What follows belongs to an exercise in optimizing a design on an open flow for small area; a production flow would make more cautious choices.
Only simulation tests tie the RTL to the original design; equivalence was not proved.
Power figures rest on the tool's default switching activity, not on a simulated workload.

==> v14 <==
==> flow/design.v <==
module dr1363_validator (
    input  wire        clk,
    input  wire        rst,         
    input  wire        in_valid,
    input  wire [7:0]  in_data,
    input  wire        in_last,
    output reg         pay_valid,
    output reg  [7:0]  pay_data,
    output reg         res_valid,
    output reg  [7:0]  res_code,
    output reg  [7:0]  res_info,
    output reg  [11:0] res_len
);
    localparam [3:0] E_NONE = 4'h0;
    localparam [3:0] E_MARK = 4'h2;
    localparam [3:0] E_FD   = 4'h8;
    localparam [3:0] E_SREJ = 4'h3;
    localparam [3:0] E_LCHK = 4'h4;
    function is_hex;
        input [7:0] c;
        begin
            is_hex = (c >= 8'h30 && c <= 8'h39) ||
                     (c >= 8'h41 && c <= 8'h46) ||
                     (c >= 8'h61 && c <= 8'h66);
        end
    endfunction
    function [3:0] hex_val;
        input [7:0] c;
        begin
            hex_val[0] = c[0] ^ c[6];
            hex_val[1] = c[1] ^ (c[6] & c[0]);
            hex_val[2] = c[2] ^ (c[6] & c[1] & c[0]);
            hex_val[3] = c[3] | c[6];
        end
    endfunction
    reg  [12:0] c;
    reg  [15:0] ns;           
    reg  [7:0]  dly0, dly1, dly2, dly3;    
    reg  [11:0] r;            
    reg  [3:0]  e;
    reg         done;         
    wire        acc   = in_valid && !rst;
    wire        fresh = done;
    wire        is_cr = (in_data == 8'h0D);
    wire        crl   = in_last && is_cr;
    wire        hx    = is_hex(in_data);
    wire [3:0]  hv    = hex_val(in_data);
    wire        neg   = c[12] & c[11];
    wire        sat   = c[12] & ~c[11] & c[0];
    wire        c4096 = c[12] & ~c[11] & ~c[0];
    wire        mid   = acc & ~fresh & c[12];
    wire        j4    = mid & (c[4:0] == 5'b10011);
    wire        j7    = mid & (c[4:0] == 5'b10110);
    wire        j8    = mid & (c[4:0] == 5'b10111);
    wire        j9    = mid & (c[4:0] == 5'b11000);
    wire        j10   = mid & (c[4:0] == 5'b11001);
    wire        j11   = mid & (c[4:0] == 5'b11010);
    wire        j12   = mid & (c[4:0] == 5'b11011);
    wire        inc   = acc & ~(crl & ~c4096) & (fresh | ~sat);
    wire [12:0] c_base = (acc & fresh) ? 13'h1FEF : c;
    wire        ld    = j4;
    wire        addok = acc & ~crl;
    wire [3:0]  l_a   = j9 ? 4'd0 : r[11:8];
    wire [4:0]  l_c;
    wire [3:0]  lsum;
    wire [13:0] c_k;
    wire [12:0] c_next;
    wire        none  = (e == E_NONE);
    wire [15:0] t_base = ld ? 16'hFF81 : ns;
    wire [7:0]  t_add  = addok ? dly3 : 8'd0;
    wire [16:0] t_c;
    wire [15:0] t_next;
    assign t_c[0] = 1'b0;
    genvar gi;
    generate
        for (gi = 0; gi < 8; gi = gi + 1) begin : g_lo
            assign t_next[gi] = t_base[gi] ^ t_add[gi] ^ t_c[gi];
            assign t_c[gi+1]  = (t_base[gi] & t_add[gi]) | (t_c[gi] & (t_base[gi] ^ t_add[gi]));
        end
        for (gi = 8; gi < 16; gi = gi + 1) begin : g_hi
            assign t_next[gi] = t_base[gi] ^ t_c[gi];
            assign t_c[gi+1]  = t_base[gi] & t_c[gi];
        end
        for (gi = 0; gi < 4; gi = gi + 1) begin : g_l
            assign lsum[gi]  = l_a[gi] ^ hv[gi] ^ l_c[gi];
            assign l_c[gi+1] = (l_a[gi] & hv[gi]) | (l_c[gi] & (l_a[gi] ^ hv[gi]));
        end
        for (gi = 0; gi < 13; gi = gi + 1) begin : g_c
            assign c_next[gi] = c_base[gi] ^ c_k[gi];
            assign c_k[gi+1]  = c_base[gi] & c_k[gi];
        end
    endgenerate
    assign l_c[0] = 1'b0;
    assign c_k[0] = inc;
    always @(posedge clk) begin
        c  <= c_next;
        ns <= t_next;
        pay_data <= dly3;
        if (rst) begin
            done      <= 1'b1;
            pay_valid <= 1'b0;
            res_valid <= 1'b0;
        end else begin
            pay_valid <= acc & ~fresh & ~neg & ~crl;
            res_valid <= acc & in_last;
            if (acc)
                done <= in_last;
        end
        if (addok) begin
            dly3 <= dly2;
            dly2 <= dly1;
            dly1 <= dly0;
            dly0 <= in_data;
        end
        if (j7 | j8 | ((j10 | j11 | j12) & ~e[0]))
            r[7:0] <= {r[3:0], hv};
        if (j9 | j10 | j11)
            r[11:8] <= lsum;
        else if (j12)
            r[11:8] <= r[7:4];
        if (acc & fresh)
            e <= (in_data == 8'h7E) ? E_NONE : E_MARK;
        else if (none) begin
            if ((j7 | j8) & ~hx)
                e <= E_FD;
            else if (j8 & ((r[3:0] != 4'd0) | (hv != 4'd0)))
                e <= E_SREJ;
            else if ((j9 | j10 | j11) & ~hx)
                e <= E_LCHK;
            else if (j12 & (~hx | (lsum != 4'd0)))
                e <= E_LCHK;
        end
    end
    function hex_is;
        input [7:0] d;
        input [3:0] n;
        reg   [3:0] x;
        reg         dg, lt, nd;
        begin
            x  = d[3:0] ^ n;
            dg = (d[7:4] == 4'h3);
            lt = (d[7:6] == 2'b01) && (d[4:3] == 2'b00);
            nd = ~(n[3] & (n[2] | n[1]));
            hex_is = (dg & nd & (x == 4'd0)) |
                     (lt & ~nd & x[0] & (x[1] == ~n[0]) & (x[2] == (~n[1] & ~n[0])));
        end
    endfunction
    wire        chk_ok  = hex_is(dly3, ~ns[15:12]) && hex_is(dly2, ~ns[11:8]) &&
                          hex_is(dly1, ~ns[7:4]) && hex_is(dly0, ~ns[3:0]);
    wire        len_ok  = ~c[12] && (r == c[11:0]);
    wire        pre    = ~sat & ~neg;
    wire        ok     = pre & none & chk_ok & len_ok;
    wire        srej   = pre & e[0];
    wire        badchk = none & ~chk_ok;
    always @(*) begin
        res_code[7]   = sat;
        res_code[6]   = ~sat & ~ok;
        res_code[5:4] = 2'b00;
        res_code[3]   = pre & e[3];
        res_code[2]   = pre & (e[2] | (none & ~(chk_ok & len_ok)));
        res_code[1]   = sat | (pre & (e[1] | (none & chk_ok & ~len_ok)));
        res_code[0]   = (~sat & neg) | (pre & (e[0] | badchk));
        res_info      = srej ? r[7:0] : 8'd0;
        res_len       = ok ? r : 12'd0;
    end
endmodule
==> flow/flow/run.sh <==
#!/bin/bash
# The standard layout (standard.sh), with three changes:
#  - synthesis maps the logic with ABC's area-oriented mapper (flow/abc_area.script)
#    instead of ORFS's speed script; everything else in the synthesis is the standard flow's
#    own script, so the registers are the standard synthesis's;
#  - ports are buffered with buf_1 cells;
#  - the clock tree uses clkbuf_8 cells and no dummy loads.
# make's full output goes to layout.log in this folder.
set -euo pipefail
here=$(pwd)
sed "s|  log_cmd abc {\*}\$abc_args|  log_cmd abc {*}[lreplace \$abc_args 1 1 $here/flow/abc_area.script]|" \
  "$FLOW_HOME/scripts/synth.tcl" > synth_area.tcl
grep -q "flow/abc_area.script" synth_area.tcl
sed "s|source \$::env(SCRIPTS_DIR)/synth.tcl|source $here/synth_area.tcl|" synth_recipe.tcl > synth_recipe_area.tcl
grep -q "synth_area.tcl" synth_recipe_area.tcl
bash standard.sh \
  "SYNTH_SCRIPT=$here/synth_recipe_area.tcl" \
  "BUFFER_PORTS_ARGS=-buffer_cell sky130_fd_sc_hd__buf_1" \
  "CTS_ARGS=-sink_clustering_enable -repair_clock_nets -buf_list sky130_fd_sc_hd__clkbuf_8 -dont_use_dummy_load" \
  finish > layout.log 2>&1
==> flow/flow/abc_area.script <==
strash
dc2
dch -f
amap
==> flow/standard.sh <==
#!/bin/bash
# synth_recipe.tcl (not shown) runs the flow's synth.tcl, then flattens the netlist and writes it again
# the make line also repeats each setting of config.mk as NAME=value (left out here)
make -C /OpenROAD-flow-scripts/flow DESIGN_CONFIG=/design/flow/config.mk WORK_HOME=/design/flow/orfs CLKGATE_MAP_FILE= SYNTH_SCRIPT=/design/flow/synth_recipe.tcl "${@:-finish}"
==> flow/config.mk <==
export PLATFORM = sky130hd
export DESIGN_NAME = dr1363_validator
export DESIGN_NICKNAME = dr1363_validator
export VERILOG_FILES = /design/flow/design.v
export SDC_FILE = /design/flow/constraint.sdc
export NUM_CORES = 4
export LEC_CHECK = 0
export CAP_MARGIN = 20
export CORE_MARGIN = 2
export CORE_UTILIZATION = 65
export PLACE_DENSITY = 0.75
export SLEW_MARGIN = 20
==> flow/constraint.sdc <==
create_clock -name core_clock -period 8.0 [get_ports {clk}]
set_input_delay 1.6000 -clock core_clock [delete_from_list [all_inputs] [get_ports {clk}]]
set_output_delay 1.6000 -clock core_clock [all_outputs]
set_load 0.01 [all_outputs]
==> v26: changes against v14 <==
==> flow/design.v, changed modules only <==
module dr1363_validator (
    input  wire        clk,
    input  wire        rst,         
    input  wire        in_valid,
    input  wire [7:0]  in_data,
    input  wire        in_last,
    output reg         pay_valid,
    output reg  [7:0]  pay_data,
    output reg         res_valid,
    output reg  [7:0]  res_code,
    output reg  [7:0]  res_info,
    output reg  [11:0] res_len
);
    localparam [2:0] E_NONE = 3'd0;
    localparam [2:0] E_MARK = 3'd1;
    localparam [2:0] E_FD   = 3'd2;
    localparam [2:0] E_SREJ = 3'd3;
    localparam [2:0] E_LCHK = 3'd4;
    function is_hex;
        input [7:0] c;
        begin
            is_hex = (c >= 8'h30 && c <= 8'h39) ||
                     (c >= 8'h41 && c <= 8'h46) ||
                     (c >= 8'h61 && c <= 8'h66);
        end
    endfunction
    function [3:0] hex_val;
        input [7:0] c;
        begin
            hex_val[0] = c[0] ^ c[6];
            hex_val[1] = c[1] ^ (c[6] & c[0]);
            hex_val[2] = c[2] ^ (c[6] & c[1] & c[0]);
            hex_val[3] = c[3] | c[6];
        end
    endfunction
    reg  [12:0] c;
    reg  [15:0] ns;           
    reg  [7:0]  dly0, dly1, dly2, dly3;    
    reg  [11:0] r;            
    reg  [2:0]  e;
    reg         done;         
    wire        acc   = in_valid && !rst;
    wire        fresh = done;
    wire        is_cr = (in_data == 8'h0D);
    wire        crl   = in_last && is_cr;
    wire        hx    = is_hex(in_data);
    wire [3:0]  hv    = hex_val(in_data);
    wire        neg   = c[12] & c[11];
    wire        sat   = c[12] & ~c[11] & c[0];
    wire        c4096 = c[12] & ~c[11] & ~c[0];
    wire        mid   = acc & ~fresh & c[12];
    wire        j4    = mid & (c[4:0] == 5'b10011);
    wire        j7    = mid & (c[4:0] == 5'b10110);
    wire        j8    = mid & (c[4:0] == 5'b10111);
    wire        j9    = mid & (c[4:0] == 5'b11000);
    wire        j10   = mid & (c[4:0] == 5'b11001);
    wire        j11   = mid & (c[4:0] == 5'b11010);
    wire        j12   = mid & (c[4:0] == 5'b11011);
    wire        inc   = acc & ~(crl & ~c4096) & (fresh | ~sat);
    wire [12:0] c_base = (acc & fresh) ? 13'h1FEF : c;
    wire        ld    = j4;
    wire        addok = acc & ~crl;
    wire [3:0]  l_a   = j9 ? 4'd0 : r[11:8];
    wire [4:0]  l_c;
    wire [3:0]  lsum;
    wire [13:0] c_k;
    wire [12:0] c_next;
    wire        none  = (e == E_NONE);
    wire [15:0] t_base = ld ? 16'hFF81 : ns;
    wire [7:0]  t_add  = addok ? dly3 : 8'd0;
    wire [16:0] t_c;
    wire [15:0] t_next;
    assign t_c[0] = 1'b0;
    genvar gi;
    generate
        for (gi = 0; gi < 8; gi = gi + 1) begin : g_lo
            assign t_next[gi] = t_base[gi] ^ t_add[gi] ^ t_c[gi];
            assign t_c[gi+1]  = (t_base[gi] & t_add[gi]) | (t_c[gi] & (t_base[gi] ^ t_add[gi]));
        end
        for (gi = 8; gi < 16; gi = gi + 1) begin : g_hi
            assign t_next[gi] = t_base[gi] ^ t_c[gi];
            assign t_c[gi+1]  = t_base[gi] & t_c[gi];
        end
        for (gi = 0; gi < 4; gi = gi + 1) begin : g_l
            assign lsum[gi]  = l_a[gi] ^ hv[gi] ^ l_c[gi];
            assign l_c[gi+1] = (l_a[gi] & hv[gi]) | (l_c[gi] & (l_a[gi] ^ hv[gi]));
        end
        for (gi = 0; gi < 13; gi = gi + 1) begin : g_c
            assign c_next[gi] = c_base[gi] ^ c_k[gi];
            assign c_k[gi+1]  = c_base[gi] & c_k[gi];
        end
    endgenerate
    assign l_c[0] = 1'b0;
    assign c_k[0] = inc;
    always @(posedge clk) begin
        c  <= c_next;
        ns <= t_next;
        pay_data <= dly3;
        if (rst) begin
            done      <= 1'b1;
            pay_valid <= 1'b0;
            res_valid <= 1'b0;
        end else begin
            pay_valid <= acc & ~fresh & ~neg & ~crl;
            res_valid <= acc & in_last;
            if (acc)
                done <= in_last;
        end
        if (addok) begin
            dly3 <= dly2;
            dly2 <= dly1;
            dly1 <= dly0;
            dly0 <= in_data;
        end
        if (j7 | j8 | ((j10 | j11 | j12) & (e != E_SREJ)))
            r[7:0] <= {r[3:0], hv};
        if (j9 | j10 | j11)
            r[11:8] <= lsum;
        else if (j12)
            r[11:8] <= r[7:4];
        if (acc & fresh)
            e <= (in_data == 8'h7E) ? E_NONE : E_MARK;
        else if (none) begin
            if ((j7 | j8) & ~hx)
                e <= E_FD;
            else if (j8 & ((r[3:0] != 4'd0) | (hv != 4'd0)))
                e <= E_SREJ;
            else if ((j9 | j10 | j11) & ~hx)
                e <= E_LCHK;
            else if (j12 & (~hx | (lsum != 4'd0)))
                e <= E_LCHK;
        end
    end
    function hex_is;
        input [7:0] d;
        input [3:0] n;
        begin
            if (n <= 4'd9)
                hex_is = (d[7:4] == 4'h3) && (d[3:0] == n);
            else
                hex_is = (d[7:6] == 2'b01) && (d[4:3] == 2'b00) &&
                         (d[2:0] == n[2:0] - 3'd1);
        end
    endfunction
    wire        chk_ok  = hex_is(dly3, ~ns[15:12]) && hex_is(dly2, ~ns[11:8]) &&
                          hex_is(dly1, ~ns[7:4]) && hex_is(dly0, ~ns[3:0]);
    wire        len_ok  = ~c[12] && (r == c[11:0]);
    always @(*) begin
        res_code = 8'h00;
        res_info = 8'd0;
        res_len  = 12'd0;
        if (sat)
            res_code = 8'h82;
        else if (neg)
            res_code = 8'h41;
        else if (e == E_MARK)
            res_code = 8'h42;
        else if (e == E_FD)
            res_code = 8'h48;
        else if (e == E_SREJ) begin
            res_code = 8'h43;
            res_info = r[7:0];
        end
        else if (e == E_LCHK)
            res_code = 8'h44;
        else if (!chk_ok)
            res_code = 8'h45;
        else if (!len_ok)
            res_code = 8'h46;
        else
            res_len = r;
    end
endmodule
--- a/flow/flow/run.sh
+++ b/flow/flow/run.sh
@@ -17,4 +17,4 @@
   "SYNTH_SCRIPT=$here/synth_recipe_area.tcl" \
   "BUFFER_PORTS_ARGS=-buffer_cell sky130_fd_sc_hd__buf_1" \
-  "CTS_ARGS=-sink_clustering_enable -repair_clock_nets -buf_list sky130_fd_sc_hd__clkbuf_8 -dont_use_dummy_load" \
+  "CTS_ARGS=-sink_clustering_enable -repair_clock_nets -buf_list sky130_fd_sc_hd__clkbuf_16 -sink_clustering_size 50 -sink_clustering_max_diameter 200 -dont_use_dummy_load" \
   finish > layout.log 2>&1
==> out/qor.csv <==
stage,metric,value,unit
final_layout,fin nets,536,
synthesis,syn avg cell area,10.0,sq um
final_layout,Layout non-clock buf frac,4.17,%
critical_path,Worst R2R Setup Slack,2300,ps
critical_path,worst endpoint required time,8220,ps
power_and_ir_drop,P_leak,1.72,nW
power_and_ir_drop,clock-net power,339,uW
clock_tree,clk root buf,clkbuf_16,
sta,Worst Tran Pin Value,868,ps
synthesis,Post-synth EDFFs,47,
outcome,status,timing/DRC/antenna clean,
critical_path,CP Max Fanout,7,
final_layout,clock network area share,4.72,%
synthesis,post-synthesis instance total,426,
final_layout,sequential cells,87,
[end of results for v26]
==> out/qor.csv <==
stage,metric,value,unit
clock_tree,CTS hold repair buffers,0,
sta,FMAX,0.148,GHz
synthesis,synth top area cells,"edfxtp_1, dfxtp_1, nor2_1",
synthesis,Post-synth EDFFs,48,
outcome,status,timing/DRC/antenna clean,
synthesis,post-synthesis instance total,412,
synthesis,syn avg cell area,10.1,sq um
clock_tree,PostCTS Resize Cnt,0,
detailed_routing,DRC,0,
critical_path,worst endpoint required time,8250,ps
sta,RSZ-0062 raised after global routing,false,
final_layout,fin nets,513,
sta,Worst Tran Pin Value,788,ps
critical_path,Worst R2R Setup Slack,2370,ps
synthesis,most common library cells after synthesis,"nor2_1, clkinv_1, edfxtp_1",
final_layout,sequential cells,88,
power_and_ir_drop,clock-net power,232,uW
critical_path,CP Max Fanout,16,
power_and_ir_drop,P_leak,1.63,nW
[end of results for v14]

port drivers added, routing unchanged:
The flow's constraints put no driver on any port. The routed layouts listed below were extracted and timed again, unchanged, in two steps. Step 1 sets driving cells, clkbuf_16 on the clock port and buf_2 on the other inputs (assumed; they add their load-dependent delay and slew). Step 2, shift: input delay + t, output delay - t, t = (earliest + latest rising clock arrival at the registers) / 2. This alone moves slack from input paths to output paths. Slacks: ideal ports / drivers / drivers and shift; pairs: ideal ports / drivers.
run	t, ns	slack for setup (ns)	worst setup path after step 2	clock arrival spread, ns	pins driven straight from the clock port
v14	0.384	1.236 / 1.242 / 0.858	input to register	0.027 / 0.027	1
v26	0.362	0.990 / 1.005 / 0.642	input to register	0.013 / 0.013	1
After both steps setup and hold are still met in every run listed. The setup slack of v14, which loses most, moves by +0.006 ns with the drivers and by -0.378 ns with both steps.
